What follows belongs to an exercise in optimizing a design on an open flow for small area, a short achievable clock period and few clock cycles per item; a production flow would make more cautious choices.
RTL that was checked went through simulation tests only; none was proved equivalent to the original.
For runs 5 to 7, only the layout was checked, not whether the RTL still works.
Power is estimated from default activity; no workload was simulated.

File: flow/run.sh
#!/bin/bash
# Standard layout, but the port buffers are the small, fast buf_1 (instead of
# the default pick, a clkdlybuf4s50_1 delay cell).
set -euo pipefail
bash standard.sh "BUFFER_PORTS_ARGS=-buffer_cell sky130_fd_sc_hd__buf_1" finish > standard_flow.log 2>&1
File: standard.sh
#!/bin/bash
# synth_recipe.tcl (not shown) runs the flow's synth.tcl, then flattens the netlist and writes it again
# the make line also repeats each setting of config.mk as NAME=value (left out here)
make -C /OpenROAD-flow-scripts/flow DESIGN_CONFIG=/design/flow/config.mk WORK_HOME=/design/flow/orfs CLKGATE_MAP_FILE= SYNTH_SCRIPT=/design/flow/synth_recipe.tcl "${@:-finish}"
File: config.mk
export PLATFORM = sky130hd
export DESIGN_NAME = varint_unit
export DESIGN_NICKNAME = varint_unit
export VERILOG_FILES = /design/flow/design.v
export SDC_FILE = /design/flow/constraint.sdc
export NUM_CORES = 4
export LEC_CHECK = 0
export CAP_MARGIN = 20
export CORE_MARGIN = 2
export CORE_UTILIZATION = 40
export SLEW_MARGIN = 20
File: constraint.sdc
create_clock -name core_clock -period 5.0 [get_ports {clk}]
set_input_delay 1.0000 -clock core_clock [delete_from_list [all_inputs] [get_ports {clk}]]
set_output_delay 1.0000 -clock core_clock [all_outputs]
set_load 0.01 [all_outputs]
File: design.v
module varint_unit (
  input             clk,
  input             rst,
  input             cmd_valid,
  output            cmd_ready,
  input      [7:0]  cmd_op,
  input      [63:0] cmd_arg,
  output            snk_valid,
  output     [7:0]  snk_data,
  input             snk_ready,
  input      [1:0]  snk_resp,
  output            src_req,
  input             src_ready,
  input      [7:0]  src_data,
  input      [1:0]  src_resp,
  output            rsp_valid,
  output     [3:0]  rsp_status,
  output     [63:0] rsp_res,
  output     [79:0] rsp_buf
);
  reg        st_enc;    
  reg        st_dec;    
  reg [9:1]  p;         
  reg [62:0] val;       
  wire idle = ~st_enc & ~st_dec;
  wire is_e = (cmd_op == 8'h00);
  wire is_b = (cmd_op == 8'h01);
  wire is_c = (cmd_op == 8'h02);
  wire is_d = (cmd_op == 8'h10);
  genvar g;
  wire [9:0] nz;    
  generate
    for (g = 0; g < 9; g = g + 1) begin : g_nz
      assign nz[g] = |cmd_arg[7*g +: 7];
    end
  endgenerate
  assign nz[9] = cmd_arg[63];
  wire [8:0] cont;
  assign cont[8] = nz[9];
  generate
    for (g = 7; g >= 0; g = g - 1) begin : g_cont
      assign cont[g] = cont[g+1] | nz[g+1];
    end
  endgenerate
  wire [3:0] alen = nz[9] ? 4'd10 : nz[8] ? 4'd9 : nz[7] ? 4'd8 : nz[6] ? 4'd7 :
                    nz[5] ? 4'd6  : nz[4] ? 4'd5 : nz[3] ? 4'd4 : nz[2] ? 4'd3 :
                    nz[1] ? 4'd2  : 4'd1;
  generate
    for (g = 0; g < 9; g = g + 1) begin : g_buf
      assign rsp_buf[8*g +: 7] = cmd_arg[7*g +: 7];
      assign rsp_buf[8*g + 7]  = cont[g];
    end
  endgenerate
  assign rsp_buf[79:72] = {7'd0, cmd_arg[63]};
  wire e_act = st_enc | (idle & cmd_valid & is_e);
  wire d_act = st_dec | (idle & cmd_valid & is_d);
  wire o_act = idle & cmd_valid & ~is_e & ~is_d;    
  assign cmd_ready = idle & (is_e ? snk_ready : is_d ? src_ready : 1'b1);
  wire [9:1] cv;
  assign cv[9] = 1'b0;
  generate
    for (g = 8; g >= 1; g = g - 1) begin : g_cv
      assign cv[g] = cv[g+1] | (|val[7*g +: 7]);
    end
  endgenerate
  reg [6:0] val_grp;
  integer i;
  always @(*) begin
    val_grp = 7'd0;
    for (i = 1; i <= 9; i = i + 1)
      val_grp = val_grp | ({7{p[i]}} & val[7*(i-1) +: 7]);
  end
  wire e_more = st_enc ? |(p & cv) : cont[0];
  assign snk_valid = e_act;
  assign snk_data  = st_enc ? {e_more, val_grp} : {cont[0], cmd_arg[6:0]};
  wire e_step = e_act & snk_ready;
  wire e_err  = snk_resp != 2'd0;
  wire e_done = e_step & (e_err | ~e_more);
  assign src_req = d_act;
  wire d_step = d_act & src_ready;
  wire d_err  = src_resp != 2'd0;
  wire d_last = st_dec & p[9];      
  wire d_done = d_step & (d_err | ~src_data[7] | d_last);
  wire illegal = o_act & ~is_b & ~is_c;
  wire err  = d_act ? d_err : e_err;
  wire err1 = d_act ? src_resp[1] : snk_resp[1];
  wire err_now = (d_act | e_act) & err;
  assign rsp_valid  = o_act | e_done | d_done;
  assign rsp_status = {1'b0,
                       illegal | (err_now & err1),
                       illegal | (err_now & err1) | (d_last & ~err & src_data[7]),
                       illegal | (err_now & ~err1)};
  wire [63:0] dec;
  assign dec[6:0] = st_dec ? val[6:0] : ({7{idle & cmd_valid & is_d}} & src_data[6:0]);
  generate
    for (g = 1; g < 9; g = g + 1) begin : g_dec
      wire lt = st_dec & (|p[9:g+1]);
      wire eq = st_dec & p[g];
      assign dec[7*g +: 7] = ({7{lt}} & val[7*g +: 7]) | ({7{eq}} & src_data[6:0]);
    end
  endgenerate
  assign dec[63] = d_last & src_data[0];
  wire [3:0] ecnt = {p[7] | p[8] | p[9],
                     p[3] | p[4] | p[5] | p[6],
                     p[1] | p[2] | p[5] | p[6] | p[9],
                     p[2] | p[4] | p[6] | p[8]};
  wire [3:0] cnt = st_enc ? ecnt : alen;
  assign rsp_res[63:4] = dec[63:4];
  assign rsp_res[3:0]  = d_act ? dec[3:0] : cnt;
  always @(posedge clk) begin
    if (rst) begin
      st_enc <= 1'b0;
      st_dec <= 1'b0;
    end else if (e_done | d_done) begin
      st_enc <= 1'b0;
      st_dec <= 1'b0;
    end else if (e_step) begin
      st_enc <= 1'b1;
    end else if (d_step) begin
      st_dec <= 1'b1;
    end
  end
  always @(posedge clk) begin
    if (idle) p <= 9'd1;
    else if (e_step | d_step) p <= {p[8:1], 1'b0};
  end
  always @(posedge clk) begin
    if (idle) begin
      val[62:7] <= {6'd0, cmd_arg[63:14]};
      val[6:0]  <= is_d ? src_data[6:0] : cmd_arg[13:7];
    end else if (st_dec & src_ready) begin
      for (i = 1; i < 9; i = i + 1)
        if (p[i]) val[7*i +: 7] <= src_data[6:0];
    end
  end
endmodule
==> run notes, run 1 <==
- WP data required: 4.00 ns
- # port buffers: 240
- Lkg Pwr: 2.26 nW
- Setup Buffers After CTS: 0
- I/O pin cnt: 249
- CORE AREA: 13300 um^2
- Crit path DAT: 3.33 ns
- Worst setup SP type: input pin
- Largest net degree at the start of global routing: 54
- Drc violations: 0
- Reg2Reg Depth: 9
- Critical path cell sequence: buf_1 > or4_1 > nand4b_1 > nor4_2 > a2111oi_1 > o31ai_1 > o2bb2ai_1 > buf_1
- Critical path launch point: cmd_arg[44]
- Post-CTS Resized: 0
- Slew Viols, Final: 0
- First-pass GRT wire length: 31.0 mm
- Slowest cell delay on critical path: 0.69 ns
- Hold Path Depth: 2
- Unrepaired setup endpoints after global routing: false
- Most instantiated cells after synthesis: buf_4 (73), a21o_1 (58), edfxtp_1 (57), clkbuf_1 (47), a22o_1 (45)
- Post-Layout Cell Count: 910
- Pwr/cell area: 242 nW/um^2
- Hold Crit Start: val[60]$_SDFFE_PP0P_
- Cell count after placement: 895
- Tightest Hold Check Type: register to register
- Post-synth EDFFs: 57
- Slew headroom: 16.4%
- Grt ovf: 0
- Final #Nets: 819
- Min cycle time layout: 4.33 ns
- Synth top area share: 31.0%
- Worst-Skew Late Latency: 0.34 ns
- FF+latch count, synth: 74
- Htree depth: 3
- Leading area contributor after synthesis: edfxtp_1
- Clock tree from TritonCTS: built
- Synthesized area per cell: 9.27 um^2
- Pre-Repair DR Iteration Count: 9
- Max clock buf depth: 2
- Worst Slack Setup Final: 0.671 ns
- Clock Tree Root: clkbuf_16
- CTS Hold Bufs: 0
- Initial antenna violation count: 0
- Ant. Diodes: 0
- Most frequent cell after synthesis: buf_4
- Total power: 1.50 mW
- Crit Path Max Fanout: 5
- GRT Util Overall: 28.9%
- Cts bufs inserted: 9
- Cell area after synthesis: 5510 um^2
- DIE AREA: 14700 um^2
- Vias in the first global route: 5178
- Die X: 121 um
- Final setup vio count: 0
- Status: complete, no violations
- Sequential-to-total area share from yosys stat: 37.2%
- Post-synth top flop: edfxtp_1
- WS Path Type: input pin to output pin
- Slew @ Worst Pin: 1.25 ns
- Via count: 5515
- VDD IR-drop max: 0.218 mV
- Worst R2R Setup Slack: 1.84 ns
- Hpwl dp: 16.3 mm
- Final Hold Fails: 0
- Part of the cycle the worst path needs: 86.6%
- Starting Density: 41.3%
- Row cnt: 42
- Number of vias per cell: 6.06
- Final GP Congestion: 0.991
- Yosys warns: 1
- Post-synthesis instance total: 595
- Fmax: 0.231 GHz
- Top cell by count, worst path: buf_1
- Share of cells above drive strength 1: 5.45%
- Critical path's slowest cell: nor4_2
- Synth cell types: 57
- Die height: 121 um
- Synth area leaders: edfxtp_1 (31%), buf_4 (9.9%), a21o_1 (7.9%)
- Worst-path clk slew: 0.06 ns
- Routed len/inst: 24.1 um
- Hold worst-path end: val[60]$_SDFFE_PP0P_
- Setup Total Neg Slack: 0 ns
- Detail Route Antenna Nets: 0
- Max-Cap Viols: 0
- WL final: 21.9 mm
- Worst r2r src: st_dec$_SDFFE_PP0P_
- Clk sink count: 74
- Clock Skew: 0.00868 ns
- Post-synthesis async set-or-reset flop share: 0%
- Crit. End Element: output pin
- Reg2Reg Capture Point: p[7]$_SDFFE_PP0P_
- Area Growth Syn to Fin: 12.8%
- Worst slack, placed: 0.693 ns
- DRT iter0 DRCs: 658
[report_power, final]
| part | leakage (nW) | internal (mW) | switching, mW |
|---|---|---|---|
| sequential | 0.740 | 0.690 | 0.0318 |
| combinational | 1.38 | 0.0591 | 0.102 |
| clock | 0.130 | 0.382 | 0.240 |
[state kept, by name, indices dropped and copies added, names as in the netlist]
register / count
st_dec: 1
p: 9
val: 63
st_enc: 1
[kinds of logic (layout without fill, tap and decap cells)]
family	after synthesis	in the layout	share of synthesized area, %
other cells	1	8	0.0680
flops	74	74	37.2
compound gates	195	195	27.4
simple gates	170	170	17.0
fa+ha+maj	1	1	0.182
mux	18	18	3.45
buf+inv	136	268	14.7
[per-stage QoR]
step	util [%]	hold slack (ns)	instance area (um^2)
2_1_floorplan	-	0.460	5540
3_3_place_gp	44.5	0.466	5940
3_5_place_dp	44.5	0.481	5940
4_1_cts	46.6	0.489	6220
5_1_grt	46.6	0.515	6220
6_report	46.6	0.498	6220
[layer usage]
metal  share of wire, %  vias to the layer above  wire length (um)  global-route usage, %
li1                   -                     2458                 -                      -
met2                 46                      385             10100                   46.3
met1                 41                     2607              8950                   38.2
met3                9.0                       65              1970                   4.98
met5                  0                        -                 0                      0
met4                4.0                        0               879                   13.0
[layout by cell type (no fill, tap or decap), types with 4 or more instances in the layout]
master / n
nor3_1: 18
and2_1: 9
mux2i_1: 10
or2_2: 4
conb_1: 8
nand2_1: 28
a222oi_1: 7
o21ai_0: 8
nor4_1: 16
nor2b_1: 21
buf_4: 8
or4_1: 5
buf_1: 240
nand4_1: 8
a22o_1: 45
nor2_1: 22
edfxtp_1: 57
nand3_1: 16
o31ai_1: 6
a21o_1: 58
inv_1: 4
clkbuf_16: 9
a221oi_1: 7
mux2_2: 8
dfxtp_1: 17
a21oi_1: 17
a22oi_1: 24
a21boi_0: 5
[critical path: cells and delay by family]
family                 cells  cell delay [ns]
and+or+nand+nor            3             1.54
buffers and inverters      2             0.25
AOI/OAI and AO/OA          3             0.52
[layout make-up]
class                   instances  area [um^2]
fillers                      1362         7130
multi-input cells             392         2690
clock buffers                  12          236
repair buffers                248          961
inverters                       5         18.8
clock inverters                 3         41.3
flip-flops and latches         74         2050
well taps                     176          220
[worst max-delay path by stage]
stage | to | slack, ns | cells after the start
final | rsp_valid | 0.67 | 8
after global routing | rsp_valid | 0.46 | 8
after CTS | rsp_valid | 0.69 | 8
after detailed placement | rsp_valid | 0.69 | 8
after global placement | rsp_valid | 0.74 | 8
after floorplan | rsp_valid | 1.38 | 6
Testbench counts, summed over its fixed seeds: cycles 18,766, items 4,800.
==> run 2, diff against run 1 <==
==> flow/run.sh (replaced) <==
#!/bin/bash
# Standard layout, but the port buffers are the small, fast buf_1 (instead of
# the default pick, a clkdlybuf4s50_1 delay cell), and timing repair only
# sizes and swaps gates (no new buffers).
set -euo pipefail
bash standard.sh "BUFFER_PORTS_ARGS=-buffer_cell sky130_fd_sc_hd__buf_1" \
  "SETUP_MOVE_SEQUENCE=unbuffer,sizeup,swap" finish > standard_flow.log 2>&1
--- a/config.mk
+++ b/config.mk
@@ -9,3 +9,4 @@
 export CORE_MARGIN = 2
 export CORE_UTILIZATION = 40
+export SETUP_SLACK_MARGIN = 2.0
 export SLEW_MARGIN = 20
==> run 2 against run 1 <==
Effect of this change: still clean on timing, DRC and antenna; area after synthesis stayed put; total power down 0.84%; setup slack improved by 0.30 ns; clock-buffer cell count fell by 3; global-route usage rose by 0.62 points; via count grew 0.22%; flip-flop and latch count unchanged; critical path type unchanged; critical endpoint unchanged; highest routed layer unchanged.
==> run notes, run 2 <==
- Ant. Diodes: 0
- Die height: 121 um
- DRT iter0 DRCs: 687
- Synthesized area per cell: 9.27 um^2
- Cell area after synthesis: 5510 um^2
- Reg2Reg Depth: 4
- Part of the cycle the worst path needs: 80.5%
- Vias in the first global route: 5262
- Share of cells above drive strength 1: 17.5%
- Min cycle time layout: 4.03 ns
- GRT Util Overall: 29.5%
- Top Family by Delay on Critical Path: simple AND/OR/NAND/NOR gates
- NetSw: 0.404 mW
- Slew Viols, Final: 0
- CORE AREA: 13300 um^2
- Post-synth top flop: edfxtp_1
- Fmax: 0.248 GHz
- Clk sink count: 74
- Setup Buffers After CTS: 0
- Max clock buf depth: 2
- Post-synthesis instance total: 595
- Commonest non-fill, non-tap cell in the layout: buf_1
- Final GP Congestion: 0.923
- Smallest hold slack: 0.499 ns
- Crit. End Element: output pin
- Hold Path Depth: 2
- Final #Nets: 815
- # port buffers: 240
- Critical path cell sequence: clkbuf_2 > or4_4 > nand4b_1 > nor4_4 > a2111oi_2 > o31ai_2 > o2bb2ai_1 > buf_2
- Top flop regs: val (63), p (9)
- Clock power frac: 39.9%
- Sequential-to-total area share from yosys stat: 37.2%
- Slew @ Worst Pin: 1.20 ns
- Lkg Pwr: 2.49 nW
- Final setup vio count: 0
- Post-synthesis async set-or-reset flop share: 0%
- Largest net degree at the start of global routing: 54
- Worst-Skew Late Latency: 0.34 ns
- Grt ovf: 0
- I/O pin cnt: 249
- FF+latch count, synth: 74
- Commonest cells after routing, fill and taps aside: buf_1 (191), a21o_1 (58), edfxtp_1 (57), a22o_1 (45), nand2_1 (27)
- Logic pwr share: 11.9%
- Starting Density: 41.3%
- Leading area contributor after synthesis: edfxtp_1
- Cts bufs inserted: 9
- WS Path Type: input pin to output pin
- Slowest cell delay on critical path: 0.52 ns
- Clock Tree Root: clkbuf_16
- Initial antenna violation count: 0
- Slew headroom: 19.7%
- Drc violations: 0
- WL final: 22.3 mm
- P_int: 1.09 mW
- Yosys warns: 1
- Final core occ: 49.0%
- Post-synth EDFFs: 57
- Clock Skew: 0.00294 ns
- DIE AREA: 14700 um^2
- CTS Hold Bufs: 0
- Via count: 5527
- Row cnt: 42
- Area Growth Syn to Fin: 18.7%
- Most instantiated cells after synthesis: buf_4 (73), a21o_1 (58), edfxtp_1 (57), clkbuf_1 (47), a22o_1 (45)
- Number of vias per cell: 6.10
- Crit path DAT: 3.03 ns
- Detail Route Antenna Nets: 0
- Status: complete, no violations
- Hpwl dp: 16.4 mm
- Die X: 121 um
- Pwr/cell area: 228 nW/um^2
- Switching Fraction: 27.1%
- Most flop-heavy register: val
- Buf+Inv Stages, Crit Path: 2
- Synth cell types: 57
- Largest register FFs: 63
- Final Hold Fails: 0
- Crit Path Max Fanout: 5
- Worst-path clk slew: 0.06 ns
- First-pass GRT wire length: 32.0 mm
- WP data required: 4.00 ns
- Clock tree from TritonCTS: built
- Seq pwr share: 48.2%
- Routed len/inst: 24.6 um
- Htree depth: 3
- Max-Cap Viols: 0
- Synth area leaders: edfxtp_1 (31%), buf_4 (9.9%), a21o_1 (7.9%)
- Setup Total Neg Slack: 0 ns
- Pre-Repair DR Iteration Count: 7
- VDD IR-drop max: 0.152 mV
- Tightest Hold Check Type: register to register
- Critical path's slowest cell: or4_4
- Most frequent cell after synthesis: buf_4
- Cell count along the critical path: 8
- Filler cells: 1304
- Unrepaired setup endpoints after global routing: true
- Worst setup SP type: input pin
- Synth top area share: 31.0%
-- run 2: cell counts after synthesis --
Identical to the previous run, type by type.
-- run 2: final timing paths --
path | start | end | slack [ns]
setup / recovery | cmd_arg[47] | rsp_valid | 0.97
hold / removal | val[60]$_SDFFE_PP0P_ | val[60]$_SDFFE_PP0P_ | 0.50
setup reg to reg | st_dec$_SDFFE_PP0P_ | val[46]$_DFFE_PP_ | 2.47
hold reg to reg | val[60]$_SDFFE_PP0P_ | val[60]$_SDFFE_PP0P_ | 0.50
-- run 2: cell families (layout without fill, tap and decap cells) --
| kind of cell | count (synthesis) | after routing | share of synthesized area, % |
|---|---|---|---|
| DFF | 74 | 74 | 37.2 |
| muxes | 18 | 18 | 3.45 |
| AOI/OAI and AO/OA | 195 | 195 | 27.4 |
| buffers and inverters | 136 | 264 | 14.7 |
| and+or+nand+nor | 170 | 170 | 17.0 |
| other | 1 | 8 | 0.0680 |
| adders and majority gates | 1 | 1 | 0.182 |
-- run 2: power groups by stage --
stage / clock [mW] / combinational, mW / sequential, mW
after floorplan: 0 / 0.119 / 0.716
after global placement: 0 / 0.161 / 0.733
after detailed placement: 0 / 0.163 / 0.732
after CTS: 0.597 / 0.173 / 0.718
after global routing: 0.621 / 0.192 / 0.720
final: 0.595 / 0.178 / 0.720
-- run 2: worst register-to-register path: cells and delay by family, from the launching register on --
family                 cells  cell delay [ns]
AO/OA/AOI/OAI              1             0.35
buffers and inverters      2             0.81
flip-flops                 1             0.40
AND/OR/NAND/NOR            1             0.67
-- run 2: timing repair --
action	in CTS	in global routing
pin swaps	20	20
resized for setup	71	40
endpoints found under the setup margin	92	58
-- run 2: area by class of cell --
class / instances / area (um^2) / area share (%)
clock buffer: 9 / 225 / 3.44
tap: 176 / 220 / 3.37
inverter: 5 / 18.8 / 0.287
clock inverter: 6 / 45.0 / 0.688
sequential: 74 / 2080 / 31.7
timing repair buffer: 244 / 1070 / 16.3
multi-input combinational: 392 / 2890 / 44.2
-- run 2: metal layers --
layer	GRT usage, %	up-vias	share of wire, %
li1	-	2437	-
met1	38.7	2682	41
met2	47.3	350	46
met3	5.50	58	8.7
met4	13.5	0	4.1
met5	0	-	0
-- run 2: through the flow --
stage / area, um^2 / power (mW) / setup WS [ns] / instances
6_report: 6540 / 1.49 / 0.974 / 906
5_1_grt: 6540 / 1.53 / 0.857 / 906
4_1_cts: 6450 / 1.49 / 0.900 / 906
3_5_place_dp: 5980 / 0.895 / 0.633 / 891
3_3_place_gp: 5980 / 0.894 / 0.685 / 891
2_1_floorplan: 5620 / 0.834 / 1.48 / 602
==> run 3, diff against run 2 <==
==> flow/run.sh (replaced) <==
#!/bin/bash
# Standard synthesis and layout, with two changes:
#  - the combinational logic of the standard synthesis netlist is re-mapped
#    by ABC with a delay-driven script (flip-flops untouched), see remap.sh;
#  - the port buffers are the small, fast buf_1 (instead of the default pick,
#    a clkdlybuf4s50_1 delay cell).
set -euo pipefail
BUF="BUFFER_PORTS_ARGS=-buffer_cell sky130_fd_sc_hd__buf_1"
R=orfs/results/$FLOW_PLATFORM/varint_unit/base
bash standard.sh "$BUF" synth > 1_standard_synth.log 2>&1
cp $R/1_2_yosys.v 1_2_yosys.standard.v
export DONT_USE_CELLS="$(awk '/^export DONT_USE_CELLS/{f=1} f{print} f&&!/\\$/{exit}' $FLOW_HOME/platforms/$FLOW_PLATFORM/config.mk | grep -oE 'sky130_fd_sc_hd__[A-Za-z0-9_]+' | tr '\n' ' ')"
bash flow/remap.sh $PWD/1_2_yosys.standard.v $PWD/1_2_yosys.remap.v $PWD/flow/abc_delay.script > 2_remap.log 2>&1
cp 1_2_yosys.remap.v $R/1_2_yosys.v
rm -f $R/1_synth.odb $R/1_synth.sdc
bash standard.sh "$BUF" finish > 3_standard_finish.log 2>&1
==> flow/abc_delay.script (new file) <==
strash
dch -f
map -D 900
topo
buffer -p
upsize -D 900
dnsize -D 900
==> flow/remap.sh (new file) <==
#!/bin/bash
# Re-map the combinational logic of the standard synthesis netlist with a
# delay-driven ABC script. Flip-flops (and their instance names and cell
# types) are left exactly as the standard synthesis made them.
# usage: remap.sh IN.v OUT.v ABC_SCRIPT
set -euo pipefail
in=$1; out=$2; scr=$3
LIB=$FLOW_HOME/platforms/sky130hd/lib/sky130_fd_sc_hd__tt_025C_1v80.lib
seq=$(grep -oE 'sky130_fd_sc_hd__[a-z0-9_]+' "$in" | sort -u | grep -E '__(e?s?df|dl|sdf|edf|conb)' | tr '\n' ' ')
dontuse=""
for c in $DONT_USE_CELLS; do dontuse="$dontuse -dont_use $c"; done
printf 'set_driving_cell sky130_fd_sc_hd__buf_1\nset_load 5\n' > remap_abc.constr
cat > remap.ys <<EOT
read_liberty -ignore_miss_func $LIB
blackbox $seq
read_verilog $in
hierarchy -top $FLOW_TOP
flatten
opt_clean
techmap
opt -fast
abc -script $scr -liberty $LIB $dontuse -constr remap_abc.constr
opt_clean -purge
hilomap -singleton -hicell sky130_fd_sc_hd__conb_1 HI -locell sky130_fd_sc_hd__conb_1 LO
splitnets
rename -hide w:*.*
opt_clean -purge
stat -liberty $LIB
write_verilog -noattr -noexpr -nohex -nodec $out
EOT
yosys -s remap.ys
--- a/config.mk
+++ b/config.mk
@@ -9,4 +9,3 @@
 export CORE_MARGIN = 2
 export CORE_UTILIZATION = 40
-export SETUP_SLACK_MARGIN = 2.0
 export SLEW_MARGIN = 20
==> run 3 against run 2 <==
Effect of this change: final area fell by 6.1%; clock skew rose by 0.0020 ns; setup slack better by 0.041 ns; flip-flop and latch count did not move; die area is 12% lower; cell count up 13%; sequential share of layout area grew 1.7 points; utilization rose by 2.6 points; critical path type is now register to output pin; largest power group unchanged.
==> run notes, run 3 <==
- Number of vias per cell: 5.81
- Smallest hold slack: 0.518 ns
- Pre-Repair DR Iteration Count: 6
- Worst-Skew Late Latency: 0.34 ns
- Largest register FFs: 63
- Final #Nets: 963
- Worst slack, placed: 1.39 ns
- Drc violations: 0
- Setup Buffers After CTS: 0
- Max-Cap Viols: 0
- Ant. Diodes: 0
- Final setup vio count: 0
- Min cycle time layout: 3.98 ns
- Routed len/inst: 21.6 um
- Commonest non-fill, non-tap cell in the layout: buf_1
- Slew headroom: 28.1%
- Cell area after synthesis: 4830 um^2
- Cts bufs inserted: 9
- Starting Density: 40.6%
- Final GP Congestion: 1.04
- Slew @ Worst Pin: 1.07 ns
- First-pass GRT wire length: 32.0 mm
- Detail Route Antenna Nets: 0
- Top flop regs: val (63), p (9)
- Grt ovf: 0
- Row cnt: 40
- Slowest cell delay on critical path: 0.47 ns
- Die height: 114 um
- I/O pin cnt: 249
- Crit Path Max Fanout: 43
- Largest net degree at the start of global routing: 48
- DRT iter0 DRCs: 789
- Clock Tree Root: clkbuf_16
- Clock tree from TritonCTS: built
- Die X: 114 um
- CORE AREA: 11900 um^2
- Share of cells above drive strength 1: 3.87%
- Final Hold Fails: 0
- Hpwl dp: 16.9 mm
- VDD IR-drop max: 0.174 mV
- Synthesized area per cell: 7.63 um^2
- Worst r2r src: st_dec$_SDFFE_PP0P_
- Htree depth: 3
- Clock Skew: 0.00495 ns
- Critical path launch point: st_dec$_SDFFE_PP0P_
- CTS Hold Bufs: 0
- Yosys warns: 1
- Worst Slack Setup Final: 1.02 ns
- Filler cells: 1246
- Max clock buf depth: 2
- Lkg Pwr: 2.42 nW
- Status: complete, no violations
- Critical path cell sequence: inv_2 > nand2_4 > nor2_8 > nand4_4 > nand2_2 > nand3_1 > nand4_1 > nand2_1 > nand2_1 > o2bb2ai_1 > buf_1
- Post-synthesis instance total: 634
- Worst-path clk slew: 0.06 ns
- Commonest cells after routing, fill and taps aside: buf_1 (240), nand2_1 (144), inv_1 (89), o21ai_0 (59), edfxtp_1 (57)
- Most flop-heavy register: val
- Post-CTS Resized: 0
- Top Family by Delay on Critical Path: simple AND/OR/NAND/NOR gates
- Clk sink count: 74
- GRT Util Overall: 33.3%
- Crit. End Element: output pin
- Unrepaired setup endpoints after global routing: false
- Setup Total Neg Slack: 0 ns
- Hold Crit Start: val[61]$_SDFFE_PP0P_
- Crit path DAT: 2.98 ns
- Area Growth Syn to Fin: 27.1%
- Total power: 1.53 mW
- # port buffers: 240
- Pwr/cell area: 250 nW/um^2
- Buf+Inv Stages, Crit Path: 2
- WL final: 22.2 mm
- Worst setup SP type: register
- WP data required: 4.00 ns
- Top cell by count, worst path: nand2_1
- Part of the cycle the worst path needs: 79.7%
- Fmax: 0.251 GHz
- WS Path Type: register to output pin
- Tightest Hold Check Type: register to register
- Critical path's slowest cell: dfxtp_1
- Via count: 5964
- Slew Viols, Final: 0
- Vias in the first global route: 5590
- Initial antenna violation count: 0
- DIE AREA: 13000 um^2
## run 3: through the flow
step / area (um^2) / std cells / utilization (%)
after floorplan: 4860 / 641 / -
after global placement: 5860 / 1010 / 49.2
after detailed placement: 5860 / 1010 / 49.2
after CTS: 6140 / 1026 / 51.6
after global routing: 6140 / 1026 / 51.6
final: 6140 / 1026 / 51.6
## run 3: report_power, final
group,internal (mW),switching (mW),total (mW)
Combinational,0.0540,0.124,0.178
Sequential,0.688,0.0171,0.706
Clock,0.385,0.265,0.650
## run 3: area by class of cell
type | instances | area (um^2) | share of cell area [%]
well taps | 147 | 184 | 2.99
clock buffers | 12 | 236 | 3.85
flip-flops and latches | 74 | 2050 | 33.4
inverters | 95 | 357 | 5.80
repair buffers | 242 | 916 | 14.9
clock inverters | 4 | 46.3 | 0.754
multi-input cells | 452 | 2350 | 38.3
## run 3: worst paths after layout
check | slack (ns) | end | cells after the start
worst max-delay path | 1.02 | rsp_valid | 11
worst min-delay path | 0.52 | val[61]$_SDFFE_PP0P_ | 2
worst max register to register | 2.18 | p[2]$_SDFFE_PP0P_ | 9
worst min register to register | 0.52 | val[61]$_SDFFE_PP0P_ | 2
## run 3: tightest hold or removal path: stages (launching register included)
cell     delay [ns]
dfxtp_1        0.32
nand3_1        0.07
o21ai_0        0.07
## run 3: metal layers
layer | track usage, % | vias to the layer above | wire, um
li1 | - | 2729 | -
met1 | 43.4 | 2769 | 8620
met2 | 51.9 | 401 | 10100
met3 | 7.28 | 65 | 2410
met4 | 17.9 | 0 | 1010
met5 | 0 | - | 0
==> run 4, diff against run 3 <==
==> flow/abc_delay.script (replaced) <==
strash
dch -f
map -D 1000
topo
buffer -p
upsize -D 1000
dnsize -D 1000
==> run 4 against run 3 <==
Effect of this change: clock power down 2%; register-to-register slack gained 0.32 ns; flip-flop and latch count did not move; highest routed layer unchanged.
==> run notes, run 4 <==
- Status: complete, no violations
- Unrepaired setup endpoints after global routing: false
- Part of the cycle the worst path needs: 78.1%
- Worst setup SP type: input pin
- Filler cells: 1219
- Row cnt: 39
- Starting Density: 41.5%
- Final #Nets: 962
- Clock Tree Root: clkbuf_16
- Reg2Reg Depth: 7
- Via count: 6001
- Lkg Pwr: 2.35 nW
- Routed len/inst: 21.2 um
- WL final: 21.6 mm
- Crit path DAT: 2.91 ns
- Worst Slack Setup Final: 1.09 ns
- I/O pin cnt: 249
- Grt ovf: 0
- Most flop-heavy register: val
- Commonest cells after routing, fill and taps aside: buf_1 (240), nand2_1 (117), inv_1 (105), o21ai_0 (86), edfxtp_1 (57)
- Hpwl dp: 16.4 mm
- Finished Cell Area: 6150 um^2
- Min cycle time layout: 3.91 ns
- Drc violations: 0
- Htree depth: 3
- Slew headroom: 28.6%
- Ant. Diodes: 0
- Final core occ: 53.2%
- VDD IR-drop max: 0.153 mV
- FF+latch area: 2050 um^2
- # port buffers: 240
- DIE AREA: 12900 um^2
- Top flop regs: val (63), p (9)
- Worst-Skew Late Latency: 0.35 ns
- Slew Viols, Final: 0
- GRT Util Overall: 33.0%
- Largest register FFs: 63
- Synthesized area per cell: 7.64 um^2
- WP data required: 4.00 ns
- Share of cells above drive strength 1: 4.21%
- Final GP Congestion: 0.985
- Yosys warns: 1
- Clock Skew: 0.00662 ns
- CORE AREA: 11600 um^2
- Largest net degree at the start of global routing: 54
- Max clock buf depth: 2
- Setup Total Neg Slack: 0 ns
- Worst-path clk slew: 0.05 ns
- Fmax: 0.256 GHz
- Area Growth Syn to Fin: 28.2%
- Clk sink count: 74
- WS Path Type: input pin to output pin
- Reg2Reg Capture Point: val[26]$_DFFE_PP_
- Number of vias per cell: 5.88
- Die height: 113 um
- First-pass GRT wire length: 31.7 mm
- Final setup vio count: 0
- Tightest Hold Check Type: register to register
- Cts bufs inserted: 9
- Clock tree from TritonCTS: built
- Initial antenna violation count: 0
- Hold Path Depth: 2
- Setup Buffers After CTS: 0
- Detail Route Antenna Nets: 0
- Worst R2R Setup Slack: 2.50 ns
- Multi-input logic area: 2260 um^2
- Worst r2r src: st_enc$_SDFFE_PP0P_
- Hold Crit Start: val[62]$_SDFFE_PP0P_
- Slew @ Worst Pin: 1.06 ns
- Vias in the first global route: 5644
- Hold worst-path end: val[62]$_SDFFE_PP0P_
- Max-Cap Viols: 0
- Post-synthesis instance total: 628
- Post-CTS Resized: 0
- Die X: 113 um
- Commonest non-fill, non-tap cell in the layout: buf_1
- DRT iter0 DRCs: 575
- Pre-Repair DR Iteration Count: 7
- Crit Path Max Fanout: 3
- CTS Hold Bufs: 0
- Worst slack, placed: 1.19 ns
- Pwr/cell area: 248 nW/um^2
- Placed Instance Area: 5870 um^2
- Final Hold Fails: 0
- Crit. End Element: output pin
- Cell area after synthesis: 4800 um^2
## run 4: worst max path at each step
stage           startpoint        end  slack, ns  cells after the start
5_1_grt        cmd_arg[46]  rsp_valid       0.88                     11
3_5_place_dp   cmd_arg[61]  rsp_valid       1.19                     11
2_1_floorplan  cmd_arg[61]  rsp_valid       1.61                      9
4_1_cts        cmd_arg[61]  rsp_valid       1.19                     11
3_3_place_gp   cmd_arg[61]  rsp_valid       1.22                     11
6_report       cmd_arg[61]  rsp_valid       1.09                     11
## run 4: cell type report
type                            instances  share of cell area, %
Inverter                              112                   6.88
Multi-Input combinational cell        429                   36.8
Clock buffer                           13                   3.91
Clock inverter                          3                  0.672
Sequential cell                        74                   33.4
Timing Repair Buffer                  247                   15.5
Tap cell                              143                   2.91
## run 4: where the power goes
part / leakage (nW) / internal (mW) / total (mW) / switching (mW)
combinational: 1.48 / 0.0532 / 0.173 / 0.120
sequential: 0.741 / 0.691 / 0.711 / 0.0192
clock: 0.131 / 0.386 / 0.639 / 0.253
total: 2.35 / 1.13 / 1.52 / 0.392
## run 4: per-stage QoR
| step | std cells | hold slack [ns] | power (mW) |
|---|---|---|---|
| 2_1_floorplan | 635 | 0.460 | 0.778 |
| 3_3_place_gp | 1005 | 0.480 | 0.890 |
| 3_5_place_dp | 1005 | 0.489 | 0.893 |
| 4_1_cts | 1021 | 0.498 | 1.52 |
| 5_1_grt | 1021 | 0.539 | 1.57 |
| 6_report | 1021 | 0.498 | 1.52 |
## run 4: routing by layer
metal,track usage [%],share of wire [%]
met2,53.3,45
met4,16.7,5.7
met1,41.6,39
met5,0,0
met3,7.65,9.8
## run 4: critical path: stages
cell and delay, ns:
buf_1 0.10, nor4_1 0.34, nand3_1 0.26, nor2_1 0.25, nand2_1 0.11, nor2_1 0.22
nand3_1 0.16, nand4_1 0.16, nand2_1 0.06, o21ai_0 0.06, buf_1 0.18
==> run 5, diff against run 4 <==
--- a/design.v
+++ b/design.v
@@ -21,5 +21,5 @@
   reg        st_enc;    
   reg        st_dec;    
-  reg [9:1]  p;         
+  reg [9:1]  t;         
   reg [62:0] val;       
   wire idle = ~st_enc & ~st_dec;
@@ -37,8 +37,7 @@
   assign nz[9] = cmd_arg[63];
   wire [8:0] cont;
-  assign cont[8] = nz[9];
   generate
-    for (g = 7; g >= 0; g = g - 1) begin : g_cont
-      assign cont[g] = cont[g+1] | nz[g+1];
+    for (g = 0; g < 9; g = g + 1) begin : g_cont
+      assign cont[g] = |cmd_arg[63:7*g+7];
     end
   endgenerate
@@ -57,21 +56,8 @@
   wire o_act = idle & cmd_valid & ~is_e & ~is_d;    
   assign cmd_ready = idle & (is_e ? snk_ready : is_d ? src_ready : 1'b1);
-  wire [9:1] cv;
-  assign cv[9] = 1'b0;
-  generate
-    for (g = 8; g >= 1; g = g - 1) begin : g_cv
-      assign cv[g] = cv[g+1] | (|val[7*g +: 7]);
-    end
-  endgenerate
-  reg [6:0] val_grp;
   integer i;
-  always @(*) begin
-    val_grp = 7'd0;
-    for (i = 1; i <= 9; i = i + 1)
-      val_grp = val_grp | ({7{p[i]}} & val[7*(i-1) +: 7]);
-  end
-  wire e_more = st_enc ? |(p & cv) : cont[0];
+  wire e_more = st_enc ? |val[62:7] : cont[0];
   assign snk_valid = e_act;
-  assign snk_data  = st_enc ? {e_more, val_grp} : {cont[0], cmd_arg[6:0]};
+  assign snk_data  = st_enc ? {e_more, val[6:0]} : {cont[0], cmd_arg[6:0]};
   wire e_step = e_act & snk_ready;
   wire e_err  = snk_resp != 2'd0;
@@ -80,5 +66,5 @@
   wire d_step = d_act & src_ready;
   wire d_err  = src_resp != 2'd0;
-  wire d_last = st_dec & p[9];      
+  wire d_last = st_dec & t[9];      
   wire d_done = d_step & (d_err | ~src_data[7] | d_last);
   wire illegal = o_act & ~is_b & ~is_c;
@@ -95,14 +81,14 @@
   generate
     for (g = 1; g < 9; g = g + 1) begin : g_dec
-      wire lt = st_dec & (|p[9:g+1]);
-      wire eq = st_dec & p[g];
+      wire lt = st_dec & t[g+1];
+      wire eq = st_dec & t[g] & ~t[g+1];
       assign dec[7*g +: 7] = ({7{lt}} & val[7*g +: 7]) | ({7{eq}} & src_data[6:0]);
     end
   endgenerate
   assign dec[63] = d_last & src_data[0];
-  wire [3:0] ecnt = {p[7] | p[8] | p[9],
-                     p[3] | p[4] | p[5] | p[6],
-                     p[1] | p[2] | p[5] | p[6] | p[9],
-                     p[2] | p[4] | p[6] | p[8]};
+  wire [3:0] ecnt = {t[7],
+                     t[3] & ~t[7],
+                     (t[1] & ~t[3]) | (t[5] & ~t[7]) | t[9],
+                     (t[2] & ~t[3]) | (t[4] & ~t[5]) | (t[6] & ~t[7]) | (t[8] & ~t[9])};
   wire [3:0] cnt = st_enc ? ecnt : alen;
   assign rsp_res[63:4] = dec[63:4];
@@ -122,6 +108,6 @@
   end
   always @(posedge clk) begin
-    if (idle) p <= 9'd1;
-    else if (e_step | d_step) p <= {p[8:1], 1'b0};
+    if (idle) t <= 9'd1;
+    else if (e_step | d_step) t <= {t[8:1], 1'b1};
   end
   always @(posedge clk) begin
@@ -129,7 +115,9 @@
       val[62:7] <= {6'd0, cmd_arg[63:14]};
       val[6:0]  <= is_d ? src_data[6:0] : cmd_arg[13:7];
+    end else if (st_enc & snk_ready) begin
+      val <= {7'd0, val[62:7]};
     end else if (st_dec & src_ready) begin
       for (i = 1; i < 9; i = i + 1)
-        if (p[i]) val[7*i +: 7] <= src_data[6:0];
+        if (t[i] & ~t[i+1]) val[7*i +: 7] <= src_data[6:0];
     end
   end
--- a/flow/run.sh
+++ b/flow/run.sh
@@ -7,4 +7,5 @@
 set -euo pipefail
 BUF="BUFFER_PORTS_ARGS=-buffer_cell sky130_fd_sc_hd__buf_1"
+SEQ="SETUP_MOVE_SEQUENCE=unbuffer,sizeup,swap"
 R=orfs/results/$FLOW_PLATFORM/varint_unit/base
 bash standard.sh "$BUF" synth > 1_standard_synth.log 2>&1
@@ -14,3 +15,3 @@
 cp 1_2_yosys.remap.v $R/1_2_yosys.v
 rm -f $R/1_synth.odb $R/1_synth.sdc
-bash standard.sh "$BUF" finish > 3_standard_finish.log 2>&1
+bash standard.sh "$BUF" "$SEQ" finish > 3_standard_finish.log 2>&1
--- a/config.mk
+++ b/config.mk
@@ -8,4 +8,6 @@
 export CAP_MARGIN = 20
 export CORE_MARGIN = 2
-export CORE_UTILIZATION = 40
+export CORE_UTILIZATION = 45
+export CTS_BUF_LIST = sky130_fd_sc_hd__clkbuf_8
+export SETUP_SLACK_MARGIN = 1.0
 export SLEW_MARGIN = 20
==> run 5 against run 4 <==
Effect of this change: utilization increased by 4.8 points; final area decreased by 2.6%; critical endpoint is now rsp_res[2]; largest power group unchanged; synthesized cell count decreased by 0.64%; clock power decreased by 34%.
==> run notes, run 5 <==
- Filler cells: 1060
- Htree depth: 3
- Smallest hold slack: 0.537 ns
- Crit Path Max Fanout: 3
- Clk sink count: 73
- Routed wl met3: 1.93 mm
- Slew @ Worst Pin: 1.06 ns
- Slew headroom: 28.4%
- Setup Total Neg Slack: 0 ns
- WS Path Type: input pin to output pin
- Worst-path clk slew: 0.08 ns
- Detail Route Antenna Nets: 0
- Slew Viols, Final: 0
- Hpwl dp: 15.1 mm
- WP data required: 4.00 ns
- Post-synthesis instance total: 624
- First-pass GRT wire length: 29.1 mm
- Largest register FFs: 63
- GRT Util Overall: 33.8%
- Most flop-heavy register: val
- Yosys warns: 1
- Part of the cycle the worst path needs: 77.8%
- Status: complete, no violations
- CORE AREA: 10300 um^2
- Setup Buffers After CTS: 0
- Starting Density: 46.3%
- Crit path DAT: 2.89 ns
- Unrepaired setup endpoints after global routing: false
- # port buffers: 240
- NetSw: 0.366 mW
- Grt ovf: 0
- Fmax: 0.257 GHz
- Pre-Repair DR Iteration Count: 5
- Routed wire length on met2: 9.56 mm
- CTS Hold Bufs: 0
- DIE AREA: 11500 um^2
- DRT iter0 DRCs: 557
- Post-CTS Resized: 0
- Synthesized area per cell: 7.66 um^2
- Clock tree from TritonCTS: built
- Worst setup SP type: input pin
- Clock Skew: 0.0125 ns
- Final setup vio count: 0
- Cts bufs inserted: 9
- Area Growth Syn to Fin: 25.3%
- Top flop regs: val (63), t (8)
- Row cnt: 37
- Post-Layout Cell Count: 1003
- I/O pin cnt: 249
- Max-Cap Viols: 0
- VDD IR-drop max: 0.135 mV
- Crit. End Element: output pin
- Commonest cells after routing, fill and taps aside: buf_1 (240), o21ai_0 (122), nand2_1 (102), inv_1 (86), edfxtp_1 (57)
- WL final: 19.8 mm
- Number of vias per cell: 5.83
- Commonest non-fill, non-tap cell in the layout: buf_1
- Ant. Diodes: 0
- Via count: 5843
- Seq pwr share: 54.9%
- Routed len/inst: 19.8 um
- Switching Fraction: 28.8%
- Drc violations: 0
- P_int: 0.905 mW
- Logic pwr share: 12.0%
- Worst-Skew Late Latency: 0.36 ns
- Tightest Hold Check Type: register to register
- Final #Nets: 951
- DR top layer: met4
- Final Hold Fails: 0
- Pwr/cell area: 212 nW/um^2
- Die height: 107 um
- Clock Tree Root: clkbuf_8
- Die X: 107 um
- Clock power frac: 33.1%
- Share of cells above drive strength 1: 5.77%
- Min cycle time layout: 3.89 ns
- Final GP Congestion: 0.926
- Met1 wire length: 7.78 mm
- Initial antenna violation count: 0
- Vias in the first global route: 5355
- Largest net degree at the start of global routing: 54
- Lkg Pwr: 2.22 nW
- Max clock buf depth: 2
- Cell area after synthesis: 4780 um^2
- Cell count after placement: 987
-- run 5: critical path, cell delays in order --
cell     delay [ns]
buf_1          0.08
inv_1          0.07
nand4_1        0.11
nor4_2         0.56
nand3_2        0.27
inv_1          0.16
nand2_1        0.08
a21oi_1        0.13
a31oi_1        0.07
a21oi_1        0.19
buf_1          0.18
-- run 5: power by group through the flow --
stage / logic (mW) / registers, mW / clock network [mW]
after detailed placement: 0.150 / 0.711 / 0
after CTS: 0.150 / 0.697 / 0.413
after global routing: 0.169 / 0.700 / 0.439
final: 0.152 / 0.698 / 0.421
after global placement: 0.148 / 0.711 / 0
after floorplan: 0.0556 / 0.702 / 0
-- run 5: final timing paths --
check | start | depth (start not counted) | end | slack (ns)
setup reg to reg | st_enc$_SDFFE_PP0P_ | 4 | val[55]$_DFFE_PP_ | 1.87
setup / recovery | cmd_arg[55] | 11 | rsp_res[2] | 1.11
hold / removal | val[61]$_SDFFE_PN0P_ | 2 | val[61]$_SDFFE_PN0P_ | 0.54
hold reg to reg | val[61]$_SDFFE_PN0P_ | 2 | val[61]$_SDFFE_PN0P_ | 0.54
-- run 5: layer usage --
layer  GRT usage, %  up-vias
met1           43.6     2705
li1               -     2694
met3           5.78       41
met5              0        -
met4           13.6        0
met2           56.2      403
-- run 5: cell type report --
type	count	area [um^2]	area share, %
clock inverters	7	40.0	0.669
repair buffers	245	938	15.7
inverters	90	338	5.64
well taps	136	170	2.84
multi-input cells	443	2350	39.2
clock buffers	9	124	2.07
flip-flops and latches	73	2030	33.9
-- run 5: per-stage QoR --
stage | util [%] | worst slack, ns | power (mW) | instance area, um^2
after floorplan | - | 1.79 | 0.757 | 4810
after global placement | 56.3 | 1.12 | 0.859 | 5810
after detailed placement | 56.3 | 1.07 | 0.860 | 5810
after CTS | 57.9 | 1.06 | 1.26 | 5970
after global routing | 58.0 | 1.02 | 1.31 | 5990
final | 58.0 | 1.11 | 1.27 | 5990
==> run 6, diff against run 5 <==
--- a/design.v
+++ b/design.v
@@ -68,15 +68,14 @@
   wire d_last = st_dec & t[9];      
   wire d_done = d_step & (d_err | ~src_data[7] | d_last);
-  wire illegal = o_act & ~is_b & ~is_c;
-  wire err  = d_act ? d_err : e_err;
-  wire err1 = d_act ? src_resp[1] : snk_resp[1];
-  wire err_now = (d_act | e_act) & err;
+  wire sel_e = st_enc | (idle & is_e);
+  wire sel_d = st_dec | (idle & is_d);
+  wire illegal = idle & ~is_e & ~is_d & ~is_b & ~is_c;
+  wire ioerr = (sel_e & snk_resp[1]) | (sel_d & src_resp[1]);
+  wire eos   = (sel_e & ~snk_resp[1] & snk_resp[0]) | (sel_d & ~src_resp[1] & src_resp[0]);
+  wire ovf   = d_last & ~d_err & src_data[7];
   assign rsp_valid  = o_act | e_done | d_done;
-  assign rsp_status = {1'b0,
-                       illegal | (err_now & err1),
-                       illegal | (err_now & err1) | (d_last & ~err & src_data[7]),
-                       illegal | (err_now & ~err1)};
+  assign rsp_status = {1'b0, illegal | ioerr, illegal | ioerr | ovf, illegal | eos};
   wire [63:0] dec;
-  assign dec[6:0] = st_dec ? val[6:0] : ({7{idle & cmd_valid & is_d}} & src_data[6:0]);
+  assign dec[6:0] = st_dec ? val[6:0] : ({7{idle & is_d}} & src_data[6:0]);
   generate
     for (g = 1; g < 9; g = g + 1) begin : g_dec
@@ -93,5 +92,5 @@
   wire [3:0] cnt = st_enc ? ecnt : alen;
   assign rsp_res[63:4] = dec[63:4];
-  assign rsp_res[3:0]  = d_act ? dec[3:0] : cnt;
+  assign rsp_res[3:0]  = sel_d ? dec[3:0] : cnt;
   always @(posedge clk) begin
     if (rst) begin
--- a/flow/run.sh
+++ b/flow/run.sh
@@ -7,5 +7,4 @@
 set -euo pipefail
 BUF="BUFFER_PORTS_ARGS=-buffer_cell sky130_fd_sc_hd__buf_1"
-SEQ="SETUP_MOVE_SEQUENCE=unbuffer,sizeup,swap"
 R=orfs/results/$FLOW_PLATFORM/varint_unit/base
 bash standard.sh "$BUF" synth > 1_standard_synth.log 2>&1
@@ -15,3 +14,3 @@
 cp 1_2_yosys.remap.v $R/1_2_yosys.v
 rm -f $R/1_synth.odb $R/1_synth.sdc
-bash standard.sh "$BUF" "$SEQ" finish > 3_standard_finish.log 2>&1
+bash standard.sh "$BUF" finish > 3_standard_finish.log 2>&1
--- a/config.mk
+++ b/config.mk
@@ -8,6 +8,5 @@
 export CAP_MARGIN = 20
 export CORE_MARGIN = 2
-export CORE_UTILIZATION = 45
+export CORE_UTILIZATION = 50
 export CTS_BUF_LIST = sky130_fd_sc_hd__clkbuf_8
-export SETUP_SLACK_MARGIN = 1.0
 export SLEW_MARGIN = 20
==> run 6 against run 5 <==
Effect of this change: routed wire length fell by 1.7%; final area fell by 0.73%; die area fell by 10%; sequential share of layout area rose by 0.25 points; highest routed layer unchanged; via count rose by 1.1%; still clean; clock-buffer cell count did not move; global-route usage rose by 3.1 points; flip-flop and latch count did not move; combinational power rose by 6%.
==> run notes, run 6 <==
- Reg2Reg Capture Point: val[53]$_DFFE_PP_
- Most flop-heavy register: val
- Worst R2R Setup Slack: 1.33 ns
- Post-CTS Resized: 0
- Seq pwr share: 54.2%
- Crit Path Max Fanout: 3
- Drc violations: 0
- Critical path's slowest cell: nor4_1
- WS Path Type: input pin to output pin
- Grt ovf: 0
- NetSw: 0.375 mW
- Cts bufs inserted: 9
- Slew Viols, Final: 0
- Cell area after synthesis: 4750 um^2
- Clk sink count: 73
- Critical path cell sequence: buf_1 > inv_1 > nand4_1 > nor4_1 > nand2_1 > nor2_1 > nand2_1 > inv_1 > nand4_1 > o211ai_1 > buf_1
- Smallest hold slack: 0.557 ns
- Final GP Congestion: 0.960
- DIE AREA: 10300 um^2
- WL final: 19.5 mm
- Cell count after placement: 988
- # port buffers: 240
- Clock Tree Root: clkbuf_8
- Filler cells: 852
- Largest register FFs: 63
- Largest net degree at the start of global routing: 53
- Logic pwr share: 12.5%
- Fmax: 0.254 GHz
- First-pass GRT wire length: 28.4 mm
- Max-Cap Viols: 0
- I/O pin cnt: 249
- Top Family by Delay on Critical Path: simple AND/OR/NAND/NOR gates
- FF+latch area: 2030 um^2
- Tightest Hold Check Type: register to register
- Final Hold Fails: 0
- Reg2Reg Depth: 6
- Lkg Pwr: 2.29 nW
- DRT iter0 DRCs: 647
- Unrepaired setup endpoints after global routing: false
- Area Growth Syn to Fin: 25.1%
- Number of vias per cell: 5.88
- Worst r2r src: st_enc$_SDFFE_PP0P_
- Share of cells above drive strength 1: 4.46%
- Min cycle time layout: 3.93 ns
- Pre-Repair DR Iteration Count: 8
- Final setup vio count: 0
- Initial antenna violation count: 0
- Worst setup SP type: input pin
- Ant. Diodes: 0
- Yosys warns: 1
- VDD IR-drop max: 0.124 mV
- GRT Util Overall: 36.9%
- Die X: 102 um
- Part of the cycle the worst path needs: 78.6%
- Die height: 102 um
- Slowest cell delay on critical path: 0.46 ns
- Crit path DAT: 2.93 ns
- Commonest cells after routing, fill and taps aside: buf_1 (240), inv_1 (116), o21ai_0 (99), nand2_1 (98), edfxtp_1 (57)
- Vias in the first global route: 5280
- Status: complete, no violations
- Synthesized area per cell: 7.54 um^2
- WP data required: 4.00 ns
- Clock tree from TritonCTS: built
- Hold Crit Start: val[22]$_DFFE_PP_
- Hpwl dp: 15.0 mm
- P_int: 0.913 mW
- Slew @ Worst Pin: 1.13 ns
- Slew headroom: 23.5%
- Row cnt: 35
- CTS Hold Bufs: 0
- Detail Route Antenna Nets: 0
- Worst-Skew Late Latency: 0.36 ns
- Htree depth: 3
- CORE AREA: 9240 um^2
- Via count: 5907
- Setup Total Neg Slack: 0 ns
- Setup Buffers After CTS: 0
- Hold Path Depth: 2
- Final #Nets: 959
- Top flop regs: val (63), t (8)
- Commonest non-fill, non-tap cell in the layout: buf_1
- Hold worst-path end: val[15]$_DFFE_PP_
- Starting Density: 51.4%
- Clock power frac: 33.3%
- Crit. End Element: output pin
- Max clock buf depth: 2
- Buf+Inv Stages, Crit Path: 4
- Switching Fraction: 29.1%
- Routed len/inst: 19.4 um
- Pwr/cell area: 217 nW/um^2
- Clock Skew: 0.00898 ns
- Multi-input logic area: 2190 um^2
- Worst-path clk slew: 0.09 ns
- Post-Layout Cell Count: 1004
- Post-synthesis instance total: 630
## run 6: worst max path at each step
stage                endpoint  cells after the start   startpoint
finish              rsp_valid                     11  cmd_arg[35]
global route        rsp_valid                     11  cmd_arg[35]
CTS                 rsp_valid                     11  cmd_arg[35]
detailed placement  rsp_valid                     11  cmd_arg[35]
global placement    rsp_valid                     11  cmd_arg[41]
floorplan           rsp_valid                      9  cmd_arg[58]
## run 6: power by group through the flow
stage          Combinational, mW  Clock (mW)  Sequential [mW]
2_1_floorplan             0.0622           0            0.705
3_3_place_gp               0.156           0            0.710
3_5_place_dp               0.158           0            0.711
4_1_cts                    0.159       0.420            0.697
5_1_grt                    0.178       0.450            0.700
6_report                   0.161       0.429            0.698
## run 6: layout make-up
class	instances	share of cell area, %
Clock buffer	9	2.08
Timing Repair Buffer	245	15.8
Sequential cell	73	34.2
Tap cell	129	2.72
Inverter	122	7.70
Multi-Input combinational cell	419	36.8
Clock inverter	7	0.758
## run 6: layer usage
| metal | wire length, um | part of all wire, % | track usage, % | vias up |
|---|---|---|---|---|
| li1 | - | - | - | 2701 |
| met5 | 0 | 0 | 0 | - |
| met4 | 696 | 3.6 | 16.5 | 0 |
| met3 | 2380 | 12 | 6.35 | 50 |
| met2 | 9080 | 47 | 59.2 | 468 |
| met1 | 7340 | 38 | 49.1 | 2688 |
## run 6: metrics by stage
| stage | cell area [um^2] | setup WS [ns] | total power [mW] | utilization [%] |
|---|---|---|---|---|
| 6_report | 5940 | 1.07 | 1.29 | 64.3 |
| 2_1_floorplan | 4780 | 1.74 | 0.767 | - |
| 5_1_grt | 5940 | 0.830 | 1.33 | 64.3 |
| 3_5_place_dp | 5780 | 1.09 | 0.869 | 62.5 |
| 4_1_cts | 5940 | 1.07 | 1.28 | 64.3 |
| 3_3_place_gp | 5780 | 1.15 | 0.866 | 62.5 |
## run 6: worst reg2reg max path: cells and delay by family (launching register included)
kind,cells,cell delay [ns]
compound gates,3,1.40
simple gates,1,0.42
buf+inv,2,0.70
flops,1,0.95
==> run 7, diff against run 6 <==
==> design.v (replaced) <==
module varint_unit (
  input             clk,
  input             rst,
  input             cmd_valid,
  output            cmd_ready,
  input      [7:0]  cmd_op,
  input      [63:0] cmd_arg,
  output            snk_valid,
  output     [7:0]  snk_data,
  input             snk_ready,
  input      [1:0]  snk_resp,
  output            src_req,
  input             src_ready,
  input      [7:0]  src_data,
  input      [1:0]  src_resp,
  output            rsp_valid,
  output     [3:0]  rsp_status,
  output     [63:0] rsp_res,
  output     [79:0] rsp_buf
);
  genvar g;
  integer i;
  reg        rdy;       
  reg        pv;        
  reg        cls_e, cls_d, cls_b, cls_c;    
  reg [63:0] val;       
  reg        ex_e;      
  reg        ex_d;      
  reg        ex_i;      
  reg [7:0]  sd;        
  reg [3:0]  k;         
  reg        rv;        
  reg [2:0]  rst_st;    
  reg [63:0] res;       
  reg [72:0] rbuf;      
  assign cmd_ready  = rdy;
  assign snk_valid  = ex_e;
  assign snk_data   = sd;
  assign src_req    = ex_d;
  assign rsp_valid  = rv;
  assign rsp_status = {1'b0, rst_st};
  assign rsp_res    = res;
  assign rsp_buf    = {7'd0, rbuf};
  wire c_e = (cmd_op == 8'h00);
  wire c_b = (cmd_op == 8'h01);
  wire c_c = (cmd_op == 8'h02);
  wire c_d = (cmd_op == 8'h10);
  wire acc = cmd_valid & rdy;
  wire e_err  = snk_resp != 2'd0;
  wire e_step = ex_e & snk_ready;
  wire e_adv  = e_step & ~e_err & sd[7];           
  wire e_fin  = e_step & (e_err | ~sd[7]);
  wire d_err  = src_resp != 2'd0;
  wire d_pull = ex_d & src_ready;
  wire d_last = (k == 4'd9);
  wire d_fin  = d_pull & (d_err | ~src_data[7] | d_last);
  wire fin    = e_fin | d_fin | ex_i;
  wire exfree = fin | ~(ex_e | ex_d | ex_i);
  wire st_pend = exfree & pv;
  wire st_cmd  = exfree & ~pv & acc;
  wire s_e     = pv ? cls_e : c_e;
  wire s_d     = pv ? cls_d : c_d;
  wire [63:0] s_arg = pv ? val : cmd_arg;
  wire start_e = (st_pend | st_cmd) & s_e;
  wire start_d = (st_pend | st_cmd) & s_d;
  wire start_i = (st_pend | st_cmd) & ~s_e & ~s_d;
  wire s_more   = |s_arg[63:7];     
  wire val_more = |val[63:7];       
  wire [9:0] nz;
  generate
    for (g = 0; g < 9; g = g + 1) begin : g_nz
      assign nz[g] = |val[7*g +: 7];
    end
  endgenerate
  assign nz[9] = val[63];
  wire [3:0] vlen = nz[9] ? 4'd10 : nz[8] ? 4'd9 : nz[7] ? 4'd8 : nz[6] ? 4'd7 :
                    nz[5] ? 4'd6  : nz[4] ? 4'd5 : nz[3] ? 4'd4 : nz[2] ? 4'd3 :
                    nz[1] ? 4'd2  : 4'd1;
  wire [72:0] vbytes;
  generate
    for (g = 0; g < 9; g = g + 1) begin : g_bytes
      assign vbytes[8*g +: 7] = val[7*g +: 7];
      assign vbytes[8*g + 7]  = |val[63:7*g+7];
    end
  endgenerate
  assign vbytes[72] = val[63];
  wire pv_next   = (acc & ~exfree) | (pv & ~exfree);
  wire more_next = exfree ? (start_e & s_more) : (ex_e & (e_adv ? val_more : sd[7]));
  always @(posedge clk) begin
    if (rst) begin
      rdy  <= 1'b1;
      pv   <= 1'b0;
      ex_e <= 1'b0;
      ex_d <= 1'b0;
      ex_i <= 1'b0;
      rv   <= 1'b0;
    end else begin
      rdy  <= ~pv_next & ~more_next;
      pv   <= pv_next;
      if (exfree) begin
        ex_e <= start_e;
        ex_d <= start_d;
        ex_i <= start_i;
      end
      rv   <= fin;
    end
  end
  always @(posedge clk) begin
    if (exfree) k <= 4'd0;
    else if (e_adv | d_pull) k <= k + 4'd1;
  end
  always @(posedge clk) begin
    if (acc) begin
      cls_e <= c_e;
      cls_d <= c_d;
      cls_b <= c_b;
      cls_c <= c_c;
    end
  end
  always @(posedge clk) begin
    if (acc)
      val <= (st_cmd & c_e) ? {7'd0, cmd_arg[63:7]} : cmd_arg;
    else if ((st_pend & cls_e) | e_adv)
      val <= {7'd0, val[63:7]};
  end
  always @(posedge clk) begin
    if (start_e)
      sd <= {s_more, s_arg[6:0]};
    else if (e_adv)
      sd <= {val_more, val[6:0]};
  end
  always @(posedge clk) begin
    if (e_fin)
      rst_st <= ~e_err ? 3'd0 : snk_resp[1] ? 3'd6 : 3'd1;
    else if (d_fin)
      rst_st <= d_err ? (src_resp[1] ? 3'd6 : 3'd1) : (src_data[7] ? 3'd2 : 3'd0);
    else if (ex_i)
      rst_st <= (cls_b | cls_c) ? 3'd0 : 3'd7;
  end
  always @(posedge clk) begin
    if (e_fin)
      res <= {60'd0, k + 4'd1};
    else if (ex_i)
      res <= {60'd0, vlen};
    else if (d_pull) begin
      for (i = 0; i < 9; i = i + 1)
        if (k == i)
          res[7*i +: 7] <= src_data[6:0];
        else if (k == 4'd0)
          res[7*i +: 7] <= 7'd0;
      res[63] <= d_last & src_data[0];
    end
  end
  always @(posedge clk) begin
    rbuf <= vbytes;
  end
endmodule
--- a/config.mk
+++ b/config.mk
@@ -8,5 +8,5 @@
 export CAP_MARGIN = 20
 export CORE_MARGIN = 2
-export CORE_UTILIZATION = 50
+export CORE_UTILIZATION = 45
 export CTS_BUF_LIST = sky130_fd_sc_hd__clkbuf_8
 export SLEW_MARGIN = 20
==> run 7 against run 6 <==
Effect of this change: flip-flop and latch count up 152; fmax up 15%; hold slack worse by 0.18 ns; via count up 22%; clock skew up 0.019 ns; critical path depth unchanged; global-route usage down 13 points; non-clock buffer count down 1.
==> run notes, run 7 <==
- Clk sink count: 225
- Vias in the first global route: 6706
- Post-CTS Resized: 0
- Total power: 3.95 mW
- Htree depth: 2
- Ant. Diodes: 0
- Worst setup SP type: input pin
- Final setup vio count: 0
- Tightest Hold Check Type: register to register
- Share of cells above drive strength 1: 7.69%
- # port buffers: 240
- Final Hold Fails: 0
- Largest register FFs: 72
- Cts bufs inserted: 38
- Hpwl dp: 17.3 mm
- Crit Path Max Fanout: 55
- Switching Fraction: 23.3%
- DIE AREA: 19700 um^2
- WS Path Type: input pin to register
- Commonest cells after routing, fill and taps aside: buf_1 (240), nor2_1 (176), dfxtp_1 (142), edfxtp_1 (83), nand2_1 (65)
- Routed wire length on met2: 11.6 mm
- Setup Total Neg Slack: 0 ns
- WP data required: 5.24 ns
- Detail Route Antenna Nets: 0
- Final #Nets: 1179
- Final GP Congestion: 0.859
- Clock power frac: 42.4%
- P_int: 3.03 mW
- Synthesized area per cell: 10.1 um^2
- Crit path DAT: 3.64 ns
- Hold Crit Start: val[5]$_DFFE_PP_
- Area Growth Syn to Fin: 22.6%
- Via count: 7185
- Number of vias per cell: 5.33
- Grt ovf: 0
- Pwr/cell area: 385 nW/um^2
- Clock Tree Root: clkbuf_8
- Largest net degree at the start of global routing: 65
- Drc violations: 0
- I/O pin cnt: 249
- Setup Buffers After CTS: 0
- Top flop regs: rbuf (72), res (64), val (64)
- First-pass GRT wire length: 37.0 mm
- Worst-Skew Late Latency: 0.53 ns
- Routed wl met3: 1.75 mm
- Clock tree from TritonCTS: built
- Max-Cap Viols: 0
- Met1 wire length: 10.6 mm
- Die X: 140 um
- Crit. End Element: register
- Pre-Repair DR Iteration Count: 5
- Slew @ Worst Pin: 1.08 ns
- Starting Density: 46.3%
- Seq pwr share: 51.5%
- Logic pwr share: 6.1%
- Cell area after synthesis: 8370 um^2
- Fmax: 0.294 GHz
- VDD IR-drop max: 0.203 mV
- Post-synthesis instance total: 832
- Yosys warns: 1
- Initial antenna violation count: 0
- GRT Util Overall: 23.9%
- DRT iter0 DRCs: 681
- Status: complete, no violations
- Row cnt: 49
- CORE AREA: 18100 um^2
- DR top layer: met4
- Lkg Pwr: 3.76 nW
- Die height: 140 um
- WL final: 24.3 mm
- Part of the cycle the worst path needs: 68.0%
- Most flop-heavy register: rbuf
- Commonest non-fill, non-tap cell in the layout: buf_1
- CTS Hold Bufs: 0
- Worst-path clk slew: 0.06 ns
- Clock Skew: 0.0283 ns
- NetSw: 0.921 mW
- Slew Viols, Final: 0
- Max clock buf depth: 3
- Unrepaired setup endpoints after global routing: false
- Slew headroom: 27.6%
- Critical path launch point: snk_resp[0]
- Worst r2r src: sd[7]$_DFFE_PP_
- Min cycle time layout: 3.40 ns
- Routed len/inst: 18.1 um
run 7: worst max-delay path, stage by stage:
cell and delay (ns):
buf_1 0.10, inv_4 0.07, nand2_4 0.05, o21ai_4 0.32, nand2_4 0.39, a21oi_2 0.25, nand2_2 0.22, a21oi_4 0.58
inv_4 0.35, o22ai_1 0.20, a21oi_1 0.06
run 7: layout make-up:
type                    count  area [um^2]
well taps                 229          287
multi-input cells         526         2690
repair buffers            244          931
clock buffers              55          757
clock inverters            13         50.0
inverters                  55          214
flip-flops and latches    225         5340
fillers                  1668         7820
run 7: layer usage:
layer	track usage (%)	up-vias
li1	-	3458
met1	33.3	3391
met4	6.22	0
met3	4.34	32
met5	0	-
met2	38.8	304
run 7: per-stage QoR:
step / cell area [um^2] / hold slack [ns] / setup slack, ns / utilization, % / instances
finish: 10300 / 0.372 / 1.60 / 56.7 / 1347
global route: 10300 / 0.390 / 1.34 / 56.7 / 1347
CTS: 10300 / 0.372 / 1.61 / 56.7 / 1347
detailed placement: 9460 / 0.360 / 1.07 / 52.3 / 1279
global placement: 9460 / 0.354 / 1.11 / 52.3 / 1279
floorplan: 8430 / 0.348 / -0.212 / - / 839
run 7: power by group through the flow:
stage                     clock network (mW)  logic, mW  registers (mW)
after CTS                               1.71      0.239            2.04
after detailed placement                   0      0.239            2.07
after global routing                    1.78      0.264            2.04
after floorplan                            0      0.112            2.08
final                                   1.67      0.240            2.04
after global placement                     0      0.237            2.07
run 7: worst paths after layout:
| path | endpoint | slack [ns] | depth (start not counted) |
|---|---|---|---|
| hold reg to reg | rbuf[5]$_DFF_P_ | 0.37 | 0 |
| setup / recovery | val[7]$_DFFE_PP_ | 1.60 | 11 |
| hold / removal | rbuf[5]$_DFF_P_ | 0.37 | 0 |
| setup reg to reg | val[7]$_DFFE_PP_ | 1.77 | 9 |

==> separate check: timing with driven ports <==
The results above use ideal ports. As a check the final layouts listed here were re-extracted and re-timed, cells and wires unchanged.
Step 1 (the two cells are an assumption about what drives the block):
set clk [get_ports {clk}]
set_driving_cell -lib_cell sky130_fd_sc_hd__clkbuf_16 $clk
set_driving_cell -lib_cell sky130_fd_sc_hd__buf_2 [delete_from_list [all_inputs] $clk]
Step 2 also shifts input and output timing later by t, the mid clock arrival at the registers, as if the neighbouring blocks saw the same clock.
Slacks: no drivers / after step 1 / after step 2; pairs: no drivers / after step 1.
run	t, ns	setup slack, ns	latest minus earliest clock arrival (ns)
run 1	0.384	0.671 / 0.652 / 0.652	0.009 / 0.009
run 2	0.377	0.974 / 0.944 / 0.944	0.004 / 0.003
run 3	0.383	1.015 / 0.973 / 1.301	0.005 / 0.004
run 4	0.385	1.093 / 1.071 / 1.071	0.007 / 0.008
run 5	0.391	1.108 / 1.086 / 1.086	0.013 / 0.013
run 6	0.392	1.070 / 1.050 / 1.050	0.010 / 0.010
run 7	0.551	1.598 / 1.614 / 1.063	0.030 / 0.030
After both steps every run listed still meets setup and hold. The setup slack of run 7, which loses most, moves by +0.016 ns with the drivers and by -0.535 ns with both steps.
